What follows belongs to an exercise in optimizing a design on an open flow for small area; a production flow would make more cautious choices. Function was checked by simulation only, so behaviour that the tests miss may differ from the original. Power figures rest on the tool's default switching activity, not on a simulated workload.

File: flow/design.v
module hyi_framer #(
    parameter [7:0] HDR = 8'hAB,
    parameter       LEN = 52,
    parameter [7:0] FTR = 8'h56
) (
    input  wire             clk,
    input  wire             rst,
    input  wire             clear,
    input  wire             push,
    input  wire [7:0]       din,
    output wire             frame_ok,
    output wire             frame_bad,
    output wire [8*(LEN-2)-1:0] frame    
);
    localparam N  = LEN - 2;
    localparam LW = $clog2(LEN);
    localparam PW = $clog2(N + 1);
    reg  [8*N-1:0]  sr;
    reg  [LW-1:0]   len;
    reg  [7:0]      acc;
    reg  [PW-1:0]   pc;
    assign frame = sr;
    wire [7:0] ck      = sr[8*(N-1) +: 8];
    wire full      = (len == LEN-1);
    wire footer_ok = (din == FTR);
    wire sum_ok    = (acc == {ck[6:0], 1'b0});
    assign frame_ok  = push && full && footer_ok && sum_ok;
    assign frame_bad = push && full && footer_ok && !sum_ok;
    wire [8*LEN-1:0] cand = {din, sr, HDR};
    reg [LW-1:0] nlen;
    integer j;
    always @(*) begin
        nlen = {LW{1'b0}};
        for (j = LEN-1; j >= 1; j = j - 1)
            if (cand[8*j +: 8] == HDR)
                nlen = LEN - j;
    end
    always @(posedge clk) begin
        if (push)
            sr <= {din, sr[8*N-1:8]};
    end
    wire [7:0] sub_out = (pc == N) ? sr[7:0] : 8'd0;
    always @(posedge clk) begin
        if (rst) begin
            acc <= HDR;
            pc  <= {PW{1'b0}};
        end else if (push) begin
            acc <= acc + din - sub_out;
            if (pc != N) pc <= pc + 1'b1;
        end
    end
    always @(posedge clk) begin
        if (rst || clear) begin
            len <= {LW{1'b0}};
        end else if (push) begin
            if (len == 0) begin
                if (din == HDR) len <= 1;
            end else if (!full) begin
                len <= len + 1'b1;
            end else if (!footer_ok) begin
                len <= nlen;
            end else begin
                len <= {LW{1'b0}};
            end
        end
    end
endmodule
module hyi_telemetry (
    input  wire        clk,
    input  wire        rst,             
    input  wire        ev_valid,
    input  wire [15:0] ev_word,
    input  wire [4:0]  rd_addr,         
    output reg  [31:0] rd_data,
    output reg  [1:0]  chst_av,
    output reg  [1:0]  chst_pl,
    output reg  [1:0]  chst_jg,
    output reg         tick_running,
    output reg  [7:0]  seq,
    output reg  [7:0]  err_av,
    output reg  [7:0]  err_pl,
    output reg  [7:0]  err_jg,
    output reg  [2:0]  n_connected,     
    output reg  [2:0]  n_disconnected,
    output reg  [2:0]  n_open_error,
    output reg  [2:0]  n_errcnt,
    output reg  [1:0]  n_decoded,       
    output reg         n_sent,
    output reg         n_send_error,
    output wire        tx_valid,
    output wire [7:0]  tx_byte
);
    localparam [7:0] TEAM_ID = 8'h2A;
    localparam [1:0] CLOSED = 2'd0, OPENING = 2'd1, OPEN = 2'd2, FAULTED = 2'd3;
    localparam [1:0] CH_AV = 2'd0, CH_PL = 2'd1, CH_JG = 2'd2;
    localparam [3:0] OP_RXB = 4'h1, OP_TICK = 4'h2, OP_CONN = 4'h3, OP_OPENOK = 4'h4,
                     OP_OPENERR = 4'h5, OP_PCLOSE = 4'h6, OP_DISC = 4'h7, OP_MALF = 4'h8;
    wire [3:0] op   = ev_word[15:12];
    wire [1:0] ch   = ev_word[11:10];
    wire [1:0] rsv  = ev_word[9:8];
    wire [7:0] data = ev_word[7:0];
    reg well_formed;
    always @(*) begin
        well_formed = 1'b0;
        if (rsv == 2'b00 && ch != 2'd3) begin
            case (op)
                OP_RXB:     well_formed = 1'b1;
                OP_TICK:    well_formed = (ch == CH_JG) && (data[7:1] == 7'd0);
                OP_CONN, OP_OPENOK, OP_OPENERR, OP_PCLOSE, OP_DISC:
                            well_formed = (data == 8'd0);
                OP_MALF:    well_formed = (ch == CH_AV) && (data == 8'd0);
                default:    well_formed = 1'b0;
            endcase
        end
    end
    wire ev = ev_valid && well_formed;
    wire is_rxb    = ev && op == OP_RXB;
    wire is_tick   = ev && op == OP_TICK;
    wire is_conn   = ev && op == OP_CONN;
    wire is_openok = ev && op == OP_OPENOK;
    wire is_openerr= ev && op == OP_OPENERR;
    wire is_pclose = ev && op == OP_PCLOSE;
    wire is_disc   = ev && op == OP_DISC;
    wire is_malf   = ev && op == OP_MALF;
    wire clr_av = (ch == CH_AV) && (is_conn || is_disc ||
                  (is_openok && chst_av == OPENING) || (is_pclose && chst_av == OPEN));
    wire clr_pl = (ch == CH_PL) && (is_conn || is_disc ||
                  (is_openok && chst_pl == OPENING) || (is_pclose && chst_pl == OPEN));
    wire push_av = is_rxb && ch == CH_AV && chst_av == OPEN;
    wire push_pl = is_rxb && ch == CH_PL && chst_pl == OPEN;
    wire           av_ok, av_bad, pl_ok, pl_bad;
    wire [50*8-1:0] av_frame;    
    wire [25*8-1:0] pl_frame;    
    hyi_framer #(.HDR(8'hAB), .LEN(52), .FTR(8'h56)) u_av (
        .clk(clk), .rst(rst), .clear(clr_av), .push(push_av), .din(data),
        .frame_ok(av_ok), .frame_bad(av_bad), .frame(av_frame));
    hyi_framer #(.HDR(8'hAA), .LEN(27), .FTR(8'h55)) u_pl (
        .clk(clk), .rst(rst), .clear(clr_pl), .push(push_pl), .din(data),
        .frame_ok(pl_ok), .frame_bad(pl_bad), .frame(pl_frame));
    reg [12*32-1:0] t_av;
    reg [7:0]  t12;
    reg [6*32-1:0]  t_pl;
    reg        av_vld, pl_vld;
    integer s;
    always @(posedge clk) begin
        if (av_ok) begin
            for (s = 0; s <= 11; s = s + 1)
                t_av[32*s +: 32] <= av_frame[8*(4*s) +: 32];
            t12 <= av_frame[8*48 +: 8];
        end
        if (pl_ok) begin
            for (s = 0; s <= 5; s = s + 1)
                t_pl[32*s +: 32] <= pl_frame[8*(4*s) +: 32];
        end
    end
    always @(posedge clk) begin
        if (rst) begin
            av_vld <= 1'b0;
            pl_vld <= 1'b0;
        end else begin
            if (av_ok) av_vld <= 1'b1;
            if (pl_ok) pl_vld <= 1'b1;
        end
    end
    wire [32*19-1:0] t_all = {t_pl, 24'd0, t12, t_av};
    reg  [18:0] rd_sel;
    integer r;
    always @(*) begin
        for (r = 0; r <= 18; r = r + 1)
            rd_sel[r] = (rd_addr == r) && ((r <= 12) ? av_vld : pl_vld);
        rd_data = 32'd0;
        for (r = 0; r <= 18; r = r + 1)
            rd_data = rd_data | (t_all[32*r +: 32] & {32{rd_sel[r]}});
    end
    wire do_tx = is_tick && tick_running && chst_jg == OPEN;
    reg [32*7-1:0] snap_a;    
    reg [32*7-1:0] snap_b;    
    reg [7:0]      snap_c;    
    always @(posedge clk) begin
        if (do_tx) begin
            snap_a <= {t_pl[32*1 +: 32], t_pl[32*0 +: 32], t_pl[32*2 +: 32],
                       t_av[32*1 +: 32], t_av[32*0 +: 32], t_av[32*2 +: 32], t_av[32*4 +: 32]};
            snap_b <= {t_av[32*11 +: 32], t_av[32*7 +: 32], t_av[32*6 +: 32], t_av[32*5 +: 32],
                       t_av[32*10 +: 32], t_av[32*9 +: 32], t_av[32*8 +: 32]};
            snap_c <= t12;
        end
    end
    reg [6:0] tx_idx;
    reg       tx_active;
    reg       snap_av, snap_pl;
    reg [7:0] tx_sum;
    always @(posedge clk) begin
        if (rst) begin
            tx_active <= 1'b0;
            tx_idx    <= 7'd0;
        end else if (do_tx) begin
            tx_active <= 1'b1;
            tx_idx    <= 7'd0;
        end else if (tx_active) begin
            if (tx_idx == 7'd77) begin
                tx_active <= 1'b0;
                tx_idx    <= 7'd0;
            end else begin
                tx_idx <= tx_idx + 7'd1;
            end
        end
    end
    always @(posedge clk) begin
        if (do_tx) begin
            snap_av <= av_vld;
            snap_pl <= pl_vld;
        end
    end
    wire [8*57-1:0] snap_all = {snap_c, snap_b, snap_a};
    reg  [56:0] tx_sel;
    reg  [7:0]  snap_byte;
    integer q;
    always @(*) begin
        for (q = 0; q <= 27; q = q + 1)
            tx_sel[q] = (tx_idx == q + 6) && ((q <= 15) ? snap_av : snap_pl);
        for (q = 28; q <= 56; q = q + 1)
            tx_sel[q] = (tx_idx == q + 18) && snap_av;
        snap_byte = 8'd0;
        for (q = 0; q <= 56; q = q + 1)
            snap_byte = snap_byte | (snap_all[8*q +: 8] & {8{tx_sel[q]}});
    end
    reg  [7:0] tx_out;
    always @(*) begin
        case (tx_idx)
            7'd0, 7'd1: tx_out = 8'hFF;
            7'd2:       tx_out = 8'h54;
            7'd3:       tx_out = 8'h52;
            7'd4:       tx_out = TEAM_ID;
            7'd5:       tx_out = seq - 8'd1;
            7'd75:      tx_out = tx_sum;
            7'd76:      tx_out = 8'h0D;
            7'd77:      tx_out = 8'h0A;
            default:    tx_out = snap_byte;
        endcase
    end
    always @(posedge clk) begin
        if (do_tx) tx_sum <= 8'h5C;
        else       tx_sum <= tx_sum + tx_out;
    end
    assign tx_valid = tx_active;
    assign tx_byte  = tx_out;
    function [1:0] next_state;
        input [1:0] st;
        input       conn, openok, openerr, pclose, disc;
        begin
            next_state = st;
            if (conn)
                next_state = OPENING;
            else if (disc)
                next_state = CLOSED;
            else if (openok && st == OPENING)
                next_state = OPEN;
            else if (openerr && st == OPENING)
                next_state = FAULTED;
            else if (pclose && st == OPEN)
                next_state = CLOSED;
        end
    endfunction
    wire sel_av = (ch == CH_AV);
    wire sel_pl = (ch == CH_PL);
    wire sel_jg = (ch == CH_JG);
    wire count_av = av_bad || is_malf;
    wire count_pl = pl_bad;
    wire count_jg = do_tx && !data[0];
    always @(posedge clk) begin
        if (rst) begin
            chst_av        <= CLOSED;
            chst_pl        <= CLOSED;
            chst_jg        <= CLOSED;
            tick_running   <= 1'b0;
            seq            <= 8'd0;
            err_av         <= 8'd0;
            err_pl         <= 8'd0;
            err_jg         <= 8'd0;
            n_connected    <= 3'd0;
            n_disconnected <= 3'd0;
            n_open_error   <= 3'd0;
            n_errcnt       <= 3'd0;
            n_decoded      <= 2'd0;
            n_sent         <= 1'b0;
            n_send_error   <= 1'b0;
        end else begin
            chst_av <= next_state(chst_av, is_conn && sel_av, is_openok && sel_av,
                                  is_openerr && sel_av, is_pclose && sel_av, is_disc && sel_av);
            chst_pl <= next_state(chst_pl, is_conn && sel_pl, is_openok && sel_pl,
                                  is_openerr && sel_pl, is_pclose && sel_pl, is_disc && sel_pl);
            chst_jg <= next_state(chst_jg, is_conn && sel_jg, is_openok && sel_jg,
                                  is_openerr && sel_jg, is_pclose && sel_jg, is_disc && sel_jg);
            if (sel_jg && (is_conn || is_disc || (is_pclose && chst_jg == OPEN)))
                tick_running <= 1'b0;
            else if (sel_jg && is_openok && chst_jg == OPENING)
                tick_running <= 1'b1;
            else if (is_tick && tick_running && chst_jg != OPEN)
                tick_running <= 1'b0;
            if (do_tx)
                seq <= seq + 8'd1;
            if (count_av && err_av != 8'hFF) err_av <= err_av + 8'd1;
            if (count_pl && err_pl != 8'hFF) err_pl <= err_pl + 8'd1;
            if (count_jg && err_jg != 8'hFF) err_jg <= err_jg + 8'd1;
            n_connected[0]    <= is_openok && sel_av && chst_av == OPENING;
            n_connected[1]    <= is_openok && sel_pl && chst_pl == OPENING;
            n_connected[2]    <= is_openok && sel_jg && chst_jg == OPENING;
            n_disconnected[0] <= sel_av && (is_disc || (is_pclose && chst_av == OPEN));
            n_disconnected[1] <= sel_pl && (is_disc || (is_pclose && chst_pl == OPEN));
            n_disconnected[2] <= sel_jg && (is_disc || (is_pclose && chst_jg == OPEN));
            n_open_error[0]   <= is_openerr && sel_av && chst_av == OPENING;
            n_open_error[1]   <= is_openerr && sel_pl && chst_pl == OPENING;
            n_open_error[2]   <= is_openerr && sel_jg && chst_jg == OPENING;
            n_errcnt          <= {count_jg, count_pl, count_av};
            n_decoded         <= {pl_ok, av_ok};
            n_sent            <= do_tx && data[0];
            n_send_error      <= do_tx && !data[0];
        end
    end
endmodule
File: flow/flow/run.sh
#!/bin/bash
# Own layout flow:
#  2. candidate netlists for the same design:
#     - the same ORFS synthesis with an area-oriented ABC script in place of
#       ORFS's delay-oriented one (flow/nf4.abc, flow/nf2.abc, flow/area.abc),
#     - the standard netlist with the gates between its flip-flops re-mapped
#       for area (flow/remap.tcl);
#     the smallest candidate whose flip-flops (instance names and cell types)
#     are exactly the standard synthesis's is kept;
#  3. the standard layout from that netlist (standard.sh), with the
#     clock tree built from clkbuf_8 leaf buffers in larger clusters and
#     without dummy loads, and the port buffers made with buf_1.
# Each tool's output goes to a log file of its own in the work folder.
set -euo pipefail
W=$(pwd)
R=$W/orfs/results/$FLOW_PLATFORM/hyi_telemetry/base
PDK=$FLOW_HOME/platforms/$FLOW_PLATFORM
LIB=$PDK/lib/sky130_fd_sc_hd__tt_025C_1v80.lib

bash standard.sh synth > $W/log_1_synth.txt 2>&1
cp $R/1_2_yosys.v $W/cand_standard.v

# ORFS synthesis with another ABC script
sed 's#log_cmd abc {\*}$abc_args#log_cmd abc -script $::env(ALT_ABC_SCRIPT) {*}[lrange $abc_args 2 end]#' \
  $FLOW_HOME/scripts/synth.tcl > $W/synth_alt.tcl
sed "s#source \$::env(SCRIPTS_DIR)/synth.tcl#source $W/synth_alt.tcl#" $W/synth_recipe.tcl > $W/synth_recipe_alt.tcl
pids=""
for s in nf4 nf2 area; do
  ( ALT_ABC_SCRIPT=$W/flow/$s.abc bash standard.sh synth WORK_HOME=$W/orfs_$s SYNTH_SCRIPT=$W/synth_recipe_alt.tcl \
      > $W/log_1_synth_$s.txt 2>&1 \
    && cp $W/orfs_$s/results/$FLOW_PLATFORM/hyi_telemetry/base/1_2_yosys.v $W/cand_$s.v ) || true &
  pids="$pids $!"
done

DONT_USE=$(sed -n '/^export DONT_USE_CELLS/,/^#/p' $PDK/config.mk | grep -o 'sky130_fd_sc_hd__[a-z0-9_]*' | tr '\n' ' ')
( REMAP_LIB=$LIB REMAP_FLOPS=$W/flow/flops.v REMAP_ABC=$W/flow/area.abc \
  REMAP_IN=$W/cand_standard.v REMAP_OUT=$W/cand_remap.v REMAP_TOP=$FLOW_TOP \
  REMAP_LOGDIR=$W REMAP_DONT_USE="$DONT_USE" \
  yosys -c $W/flow/remap.tcl > $W/log_2_remap.txt 2>&1 ) || rm -f $W/cand_remap.v
wait $pids || true

flops() { grep -E '^ *sky130_fd_sc_hd__(edfxtp|dfxtp|dfrtp|dfstp|dfxbp|edfxbp|dfrbp|dfsbp|dfbbp|dfbbn|dfrtn|dlx|dlr|sdf|sedf)[a-z0-9_]* ' $1 | awk '{print $1, $2}' | sort; }
flops $W/cand_standard.v > $W/flops_standard.txt
best=standard; best_area=""
for c in standard remap nf4 nf2 area; do
  f=$W/cand_$c.v
  [ -f $f ] || continue
  flops $f > $W/flops_$c.txt
  if ! cmp -s $W/flops_$c.txt $W/flops_standard.txt; then echo "$c: flip-flops differ" >> $W/log_3_choice.txt; continue; fi
  STAT_LIB=$LIB STAT_IN=$f STAT_TOP=$FLOW_TOP STAT_OUT=$W/cand_$c yosys -c $W/flow/stat.tcl > $W/log_3_stat_$c.txt 2>&1 || continue
  a=$(grep 'Chip area for module' $W/cand_$c.stat | awk '{print $NF}')
  echo "$c: $a" >> $W/log_3_choice.txt
  if [ -z "$best_area" ] || python3 -c "import sys; sys.exit(0 if $a < $best_area else 1)"; then best=$c; best_area=$a; fi
done
echo "chosen: $best $best_area" >> $W/log_3_choice.txt
cp $W/cand_$best.v $R/1_2_yosys.v
rm -f $R/1_synth.odb $R/1_synth.sdc

CTS="-sink_clustering_enable -repair_clock_nets -dont_use_dummy_load -buf_list sky130_fd_sc_hd__clkbuf_8 -sink_clustering_size 16 -sink_clustering_max_diameter 65"
bash standard.sh finish "CTS_ARGS=$CTS" "BUFFER_PORTS_ARGS=-buffer_cell sky130_fd_sc_hd__buf_1" > $W/log_4_layout.txt 2>&1
File: flow/flow/area.abc
strash
&get -n
&fraig -x
&put
dc2
strash
&get -n
&dch -f
&nf -R 1000
&put
File: flow/flow/flops.v
(* techmap_celltype = "sky130_fd_sc_hd__edfxtp_1" *)
module _map_edfxtp (input CLK, input D, input DE, output Q);
  \$_DFFE_PP_ _TECHMAP_REPLACE_ (.C(CLK), .D(D), .E(DE), .Q(Q));
endmodule
(* techmap_celltype = "sky130_fd_sc_hd__dfxtp_1" *)
module _map_dfxtp (input CLK, input D, output Q);
  \$_DFF_P_ _TECHMAP_REPLACE_ (.C(CLK), .D(D), .Q(Q));
endmodule
File: flow/flow/nf2.abc
strash
&get -n
&fraig -x
&put
dc2
strash
&get -n
&dch -f
&nf -R 1000
&put
strash
&get -n
&dch -f
&nf -R 1000
&put
File: flow/flow/nf4.abc
strash
&get -n
&fraig -x
&put
dc2
strash
&get -n
&dch -f
&nf -R 1000
&put
strash
&get -n
&dch -f
&nf -R 1000
&put
strash
&get -n
&dch -f
&nf -R 1000
&put
strash
&get -n
&dch -f
&nf -R 1000
&put
File: flow/flow/remap.tcl
# Re-map the combinational logic of the standard synthesis netlist for area.
# The flip-flops keep their instance names and cell types: they are turned back
# into Yosys flip-flops for the re-mapping and mapped again by dfflibmap.
yosys -import
set lib $::env(REMAP_LIB)
set dont_use {}
foreach c $::env(REMAP_DONT_USE) { lappend dont_use -dont_use $c }
read_liberty -ignore_miss_func $lib
read_verilog $::env(REMAP_IN)
hierarchy -check -top $::env(REMAP_TOP)
tee -o $::env(REMAP_LOGDIR)/remap_before.txt stat -liberty $lib
techmap -map $::env(REMAP_FLOPS)
flatten
opt_clean -purge
tee -o $::env(REMAP_LOGDIR)/remap_mid.txt stat
abc -liberty $lib -script $::env(REMAP_ABC) {*}$dont_use
read_liberty -lib -overwrite $lib
dfflibmap -liberty $lib {*}$dont_use
opt_clean -purge
hilomap -singleton -hicell sky130_fd_sc_hd__conb_1 HI -locell sky130_fd_sc_hd__conb_1 LO
splitnets
opt_clean -purge
insbuf -buf sky130_fd_sc_hd__buf_4 A X
tee -o $::env(REMAP_LOGDIR)/remap_check.txt check -assert -mapped
tee -o $::env(REMAP_LOGDIR)/remap_after.txt stat -liberty $lib
write_verilog -noattr -nohex -nodec $::env(REMAP_OUT)
File: flow/flow/stat.tcl
# Print the standard-cell area of a netlist and write its flip-flop list.
yosys -import
read_liberty -lib $::env(STAT_LIB)
read_verilog $::env(STAT_IN)
hierarchy -check -top $::env(STAT_TOP)
tee -o $::env(STAT_OUT).stat stat -liberty $::env(STAT_LIB)
File: flow/standard.sh
#!/bin/bash
# synth_recipe.tcl (not shown) runs the flow's synth.tcl, then flattens the netlist and writes it again
# the make line also repeats each setting of config.mk as NAME=value (left out here)
make -C /OpenROAD-flow-scripts/flow DESIGN_CONFIG=/design/flow/config.mk WORK_HOME=/design/flow/orfs CLKGATE_MAP_FILE= SYNTH_SCRIPT=/design/flow/synth_recipe.tcl "${@:-finish}"
File: flow/config.mk
export PLATFORM = sky130hd
export DESIGN_NAME = hyi_telemetry
export DESIGN_NICKNAME = hyi_telemetry
export VERILOG_FILES = /design/flow/design.v
export SDC_FILE = /design/flow/constraint.sdc
export NUM_CORES = 4
export LEC_CHECK = 0
export CAP_MARGIN = 15
export CORE_MARGIN = 2
export CORE_UTILIZATION = 65
export SLEW_MARGIN = 15
File: flow/constraint.sdc
create_clock -name core_clock -period 12.0 [get_ports {clk}]
set_input_delay 2.4000 -clock core_clock [delete_from_list [all_inputs] [get_ports {clk}]]
set_output_delay 2.4000 -clock core_clock [all_outputs]
set_load 0.01 [all_outputs]
==> impl_metrics.json <==
{
  "drt_iter0_markers": 11196,
  "cts_tree": "yes",
  "worst_pin_slew_ns": 1.35,
  "rows": 113,
  "rsz0062_at_grt": "false",
  "crit_arrival_ns": 5.33,
  "start_util_pct": 65.9,
  "final_util_pct": 71.0,
  "cpLargestDelayFamily": "simple AND/OR/NAND/NOR gates",
  "cts_made_buffers": 131,
  "yosysWarnings": 3,
  "drive_above_1_share_pct": 7.33,
  "dieArea_um2": 99100,
  "max_slew_margin_pct": 9.96,
  "end_kind": "output pin",
  "drt-total-wl_um": 236000,
  "post-cts-setup-buffers": 0,
  "numClockSinks": 1752,
  "holdWs_ns": 0.456,
  "grt_max_degree": 163,
  "nets": 3956,
  "drt-vias-per-instance": 7.91,
  "layout_common_cells": "edfxtp_1 (1642), a222oi_1 (248), nand2_1 (211)",
  "max_freq_mhz": 129,
  "crit_top_cell": "nor3_1",
  "port_buffers": 119,
  "root_buffer": "clkbuf_8",
  "fin_skew_ns": 0.0547,
  "post_cts_resize_count": 0,
  "cts.clk_slew.worst_paths_ns": 0.11,
  "cp.required_ns": 9.60,
  "die_h_um": 315,
  "grtUsageTotal_pct": 47.6,
  "fin_area_um2": 67700,
  "core_um2": 95300,
  "synth_area_um2": 62800,
  "drc_errors": 0,
  "leakagePower_nw": 20.8,
  "preCtsSetupSlack_ns": 4.11,
  "place_area_um2": 65800,
  "hpwl_um": 169000,
  "grt_pass1_vias": 37140,
  "fp.dieW_um": 315,
  "syn2layout_area_growth_pct": 7.84,
  "max-cap-violations": 0,
  "ant_nets": 0,
  "synth_nets": 3607,
  "grt_pass1_wl_um": 310000,
  "wire_per_inst_um": 45.8,
  "pin_count": 120,
  "n_fill_cell": 5743,
  "vias": 40735,
  "final-hold-violation-count": 0,
  "grt_overflow_total": 0,
  "finalCritPeriodShare_pct": 64.4,
  "htreeDepth": 4,
  "setup_viol": 0,
  "fin_ws_ns": 4.27,
  "worstPathCellList": "nor3_1 -> nand2_1 -> nor2_2 -> buf_4 -> a222oi_1 -> nand4_1 -> a221o_1 -> nor3_1 -> nand4_1 -> nor3_1 -> a21oi_1 -> buf_1",
  "path_max_fanout": 10,
  "clk_path_buf_depth": 3,
  "synthCells": 3526,
  "crit_slowest_cell": "nor3_1",
  "critPathMaxStageDelay_ns": 0.93,
  "p_per_area_nw_per_um2": 141,
  "hp-class": "register to register",
  "clk_latency_ns": 0.87,
  "postSynthAreaPerCell_um2": 17.8,
  "outcome": "timing/DRC/antenna clean",
  "vdd_ir_drop_max_uv": 116,
  "layout_commonest_cell": "edfxtp_1",
  "cts_hold_buf": 0,
  "place_congestion": 1.07,
  "drt_first_pass_iters": 13,
  "fin_crit_ns": 7.73,
  "grt_antenna_before_repair": 15,
  "drv_slew": 0,
  "worstPathBufferInverterCount": 2,
  "worst_setup_path_start_kind": "register",
  "crit_type": "register to output pin"
}
[sequential cells by signal (all words and copies together) (netlist names), 192 cells and up]
signal,count
u_av.sr,400
t_av,384
snap_a,224
snap_b,224
u_pl.sr,200
t_pl,192
[report_power, final]
group	leakage, nW	switching (W)	total, W	internal (W)
Clock	0.942	0.00182	0.00280	0.000983
Combinational	4.27	0.0000804	0.000137	0.0000567
Sequential	15.6	0.0000114	0.00659	0.00658
[worst paths after layout]
| check | cells past startpoint | slack [ns] | endpoint | startpoint |
|---|---|---|---|---|
| setup / recovery | 12 | 4.27 | tx_byte[0] | tx_idx[5]$_SDFFE_PP0P_ |
| hold / removal | 0 | 0.46 | snap_a[23]$_DFFE_PP_ | t_av[151]$_DFFE_PP_ |
| setup reg to reg | 39 | 5.57 | u_av.len[0]$_SDFFE_PP0P_ | u_av.sr[396]$_DFFE_PP_ |
| hold reg to reg | 0 | 0.46 | snap_a[23]$_DFFE_PP_ | t_av[151]$_DFFE_PP_ |
[through the flow]
step                      TNS (ns)  total power, W  instances
after floorplan           -1607.68         0.00682       3526
after global placement           0         0.00685       5006
after detailed placement         0         0.00687       5006
after CTS                        0         0.00948       5137
after global routing             0         0.00969       5139
final                            0         0.00953       5150
[final cells by class]
| cell class | instances | area (um^2) | area share (%) |
|---|---|---|---|
| inverter | 78 | 324 | 0.479 |
| sequential | 1752 | 51500 | 76.1 |
| multi-input combinational | 1695 | 11200 | 16.5 |
| tap | 1265 | 1580 | 2.34 |
| clock buffer | 131 | 1800 | 2.66 |
| timing repair buffer | 217 | 1270 | 1.87 |
| antenna | 12 | 30.0 | 0.0444 |
[metal layers]
metal,track usage (%),wire length (um),up-vias
met5,0.532,302,-
met4,25.8,16300,18
met3,25.6,48800,800
met2,62.9,94500,4697
met1,63.4,76000,20001
li1,-,-,15219

==> re-timing with driven ports <==
Ports are ideal in the flow. The routed layout listed here was re-timed in OpenROAD. Step 1: set_driving_cell puts a clkbuf_16 on clk and a buf_2 on each other input, an assumption about the parent block. Step 2 also shifts input and output timing later by t, the mid clock arrival at the registers, as if the neighbouring blocks saw the same clock. a / b / c = ideal / step 1 / step 2; a / b = the first two.
shift t [ns]: 0.918
slack for setup (ns): 4.273 / 4.195 / 3.475
hold slack, ns: 0.456 / 0.456 / 0.456
clock arrival spread, ns: 0.079 / 0.079
slew at the worst register clock pin (ns): 0.11 / 0.11
After both steps setup and hold are still met in this run. For this run, drivers alone change the setup slack by -0.078 ns; drivers and shift together by -0.798 ns.
